This is an optimization exercise on Yosys and OpenROAD, whose aim is small area, not a production implementation. No activity file was given, so power comes from the tool's default toggle rates.

== P ==
==> flow/design.v (excerpt) <==
module voice_filter (
    input  wire        clk,
    input  wire        rst,        
    input  wire        start,
    input  wire [31:0] x,
    input  wire        topo,       
    input  wire [1:0]  ftype,      
    input  wire [31:0] a0,
    input  wire [31:0] a1,
    input  wire [31:0] a2,
    input  wire [31:0] b1,
    input  wire [31:0] b2,
    input  wire [31:0] f1,
    input  wire [31:0] q,
    output reg         done,
    output wire [31:0] y
);
Size in the first run: ~340 flip-flops, about 300 I/O pins, roughly 0.022 mm² of cells after synthesis.
clock: 22.0 ns
lec_check: 0
cap_margin: 20
core_margin: 2
core_utilization: 40
slew_margin: 20
buffer_ports_args: -buffer_cell sky130_fd_sc_hd__buf_1
cts_args: -sink_clustering_enable -repair_clock_nets -dont_use_dummy_load -sink_clustering_size 13 -sink_clustering_max_diameter 120 -buf_list {sky130_fd_sc_hd__clkbuf_8}
standard.sh (not shown) runs the stock make flow with config.mk's settings and CLKGATE_MAP_FILE= SYNTH_SCRIPT=/design/flow/synth_recipe.tcl, a recipe that flattens the netlist after the stock synthesis.
==> flow/flow/run.sh <==
#!/bin/bash
# The standard layout (the standard.sh, standard synthesis included),
# with two changes: the buffer that placement puts on every input and output
# port is sky130_fd_sc_hd__buf_1, and clock tree synthesis adds no dummy
# loads.
set -euo pipefail
cd "$(dirname "$0")/.."
cat >> config.mk <<'MK'
export BUFFER_PORTS_ARGS = -buffer_cell sky130_fd_sc_hd__buf_1
export CTS_ARGS = -sink_clustering_enable -repair_clock_nets -dont_use_dummy_load -sink_clustering_size 13 -sink_clustering_max_diameter 120 -buf_list {sky130_fd_sc_hd__clkbuf_8}
MK
bash standard.sh finish > standard_flow.log 2>&1
Looking at the reports, P completed the entire flow and the layout it produced met the timing, DRC and antenna checks.
Changes in Q relative to P:
# P
export LEC_CHECK = 0
export CAP_MARGIN = 20
export CORE_MARGIN = 2
export CORE_UTILIZATION = 40
export SLEW_MARGIN = 20
export BUFFER_PORTS_ARGS = -buffer_cell sky130_fd_sc_hd__buf_1
export CTS_ARGS = -sink_clustering_enable -repair_clock_nets -dont_use_dummy_load -sink_clustering_size 13 -sink_clustering_max_diameter 120 -buf_list {sky130_fd_sc_hd__clkbuf_8}
create_clock -name core_clock -period 22.0 [get_ports {clk}]
# Q
export LEC_CHECK = 0
export CAP_MARGIN = 20
export CORE_MARGIN = 2
export CORE_UTILIZATION = 40
export SLEW_MARGIN = 20
export BUFFER_PORTS_ARGS = -buffer_cell sky130_fd_sc_hd__buf_1
export CTS_ARGS = -sink_clustering_enable -repair_clock_nets -dont_use_dummy_load
create_clock -name core_clock -period 22.0 [get_ports {clk}]
diff --git a/flow/flow/run.sh b/flow/flow/run.sh
--- a/flow/flow/run.sh
+++ b/flow/flow/run.sh
@@ -10 +10 @@
-export CTS_ARGS = -sink_clustering_enable -repair_clock_nets -dont_use_dummy_load -sink_clustering_size 13 -sink_clustering_max_diameter 120 -buf_list {sky130_fd_sc_hd__clkbuf_8}
+export CTS_ARGS = -sink_clustering_enable -repair_clock_nets -dont_use_dummy_load
### Flow results
Taking P as the reference, in Q cell count saw little to no change, post-detailed-routing wire length saw little to no change, utilization after layout saw an increase. For the number of iterations in the first detailed-routing pass, Q came in 3 lower than P did. As of Q, clock-buffer cell count had risen by more than a quarter compared to P. Looking only at cell leakage power, and setting everything else aside, the lower value of P and Q goes to P. From P to Q the numbers moved as follows: share of the clock period used by the worst path went up; setup slack after layout shows a reduction of 0.083 ns; total power of the final layout shows an increase of 0.22 mW. In the metrics for P and Q, the one carrying the higher sequential share of layout area is P. Max final instance area across P and Q: Q.
> inputs changed (Q -> R)
# Q
export LEC_CHECK = 0
export CAP_MARGIN = 20
export CORE_MARGIN = 2
export CORE_UTILIZATION = 40
export SLEW_MARGIN = 20
export BUFFER_PORTS_ARGS = -buffer_cell sky130_fd_sc_hd__buf_1
export CTS_ARGS = -sink_clustering_enable -repair_clock_nets -dont_use_dummy_load
create_clock -name core_clock -period 22.0 [get_ports {clk}]
# R
export LEC_CHECK = 0
export CAP_MARGIN = 20
export CORE_MARGIN = 2
export CORE_UTILIZATION = 40
export SLEW_MARGIN = 20
export BUFFER_PORTS_ARGS = -buffer_cell sky130_fd_sc_hd__buf_1
export CTS_ARGS = -sink_clustering_enable -repair_clock_nets -dont_use_dummy_load -sink_clustering_size 22 -sink_clustering_max_diameter 150 -buf_list {sky130_fd_sc_hd__clkbuf_16}
create_clock -name core_clock -period 22.0 [get_ports {clk}]
diff --git a/flow/flow/run.sh b/flow/flow/run.sh
--- a/flow/flow/run.sh
+++ b/flow/flow/run.sh
@@ -10 +10 @@
-export CTS_ARGS = -sink_clustering_enable -repair_clock_nets -dont_use_dummy_load
+export CTS_ARGS = -sink_clustering_enable -repair_clock_nets -dont_use_dummy_load -sink_clustering_size 22 -sink_clustering_max_diameter 150 -buf_list {sky130_fd_sc_hd__clkbuf_16}
Results
Timing, DRC, antenna: 0 failures across Q and R
Diff Q -> R: critical path required time decreased 0.04 ns, share of the final layout cell area in multi-input gates climbed 1.0 points, die area roughly the same.
Summary of the comparison: count of clock-net buffers in the final layout is lower in R, relative to Q.
R vs Q, filler cell count in the final layout went up by 0.87%.
Total routing resource utilization after global routing: R vs Q down 0.37 points
Setup changes, R to S
# R
export LEC_CHECK = 0
export CAP_MARGIN = 20
export CORE_MARGIN = 2
export CORE_UTILIZATION = 40
export SLEW_MARGIN = 20
export BUFFER_PORTS_ARGS = -buffer_cell sky130_fd_sc_hd__buf_1
export CTS_ARGS = -sink_clustering_enable -repair_clock_nets -dont_use_dummy_load -sink_clustering_size 22 -sink_clustering_max_diameter 150 -buf_list {sky130_fd_sc_hd__clkbuf_16}
create_clock -name core_clock -period 22.0 [get_ports {clk}]
# S
export LEC_CHECK = 0
export CAP_MARGIN = 20
export CORE_MARGIN = 2
export CORE_UTILIZATION = 40
export SLEW_MARGIN = 20
export BUFFER_PORTS_ARGS = -buffer_cell sky130_fd_sc_hd__buf_1
export CTS_ARGS = -sink_clustering_enable -repair_clock_nets -dont_use_dummy_load -sink_clustering_size 30 -buf_list {sky130_fd_sc_hd__clkbuf_4 sky130_fd_sc_hd__clkbuf_8}
create_clock -name core_clock -period 22.0 [get_ports {clk}]
diff --git a/flow/flow/run.sh b/flow/flow/run.sh
--- a/flow/flow/run.sh
+++ b/flow/flow/run.sh
@@ -10 +10 @@
-export CTS_ARGS = -sink_clustering_enable -repair_clock_nets -dont_use_dummy_load -sink_clustering_size 22 -sink_clustering_max_diameter 150 -buf_list {sky130_fd_sc_hd__clkbuf_16}
+export CTS_ARGS = -sink_clustering_enable -repair_clock_nets -dont_use_dummy_load -sink_clustering_size 30 -buf_list {sky130_fd_sc_hd__clkbuf_4 sky130_fd_sc_hd__clkbuf_8}
- Lower final standard cell utilization of the core goes to R over S.
- Comparing sequential fraction of design power for R and S, the bigger number came from R.
- Final HPWL from detailed placement: S vs R — no meaningful difference
- Share of cells above drive strength 1 was higher in S than in R.
- Compared with R, S degrades routed wire length.
- Met3 global-route usage, R and S: smaller value in R
No functional check of the RTL was part of any run of this note.

-- afterwards: timing with drivers on the ports --
How much do the figures lean on ideal ports? The routed layouts below were timed once more, with nothing changed but the port constraints. Step 1 (the two cells are an assumption about what drives the block):
set clk [get_ports {clk}]
set_driving_cell -lib_cell sky130_fd_sc_hd__clkbuf_16 $clk
set_driving_cell -lib_cell sky130_fd_sc_hd__buf_2 [delete_from_list [all_inputs] $clk]
Step 2, shift: input delay + t, output delay - t, t = (earliest + latest rising clock arrival at the registers) / 2. This alone moves slack from input paths to output paths. Slacks: ideal / step 1 / step 2; pairs: ideal / step 1.
run | shift t [ns] | setup WS [ns] | worst setup path at the end | worst slew at a driven data input, ns
P | 0.714 | 8.995 / 9.041 / 8.327 | input to register | 0.09
Q | 0.625 | 8.913 / 8.955 / 8.330 | input to register | 0.09
R | 0.589 | 8.885 / 8.924 / 8.335 | input to register | 0.10
S | 0.734 | 8.972 / 9.014 / 8.279 | input to register | 0.10
After both steps every run listed still meets setup and hold. The setup slack of S, which loses most, moves by +0.042 ns with the drivers and by -0.693 ns with both steps.
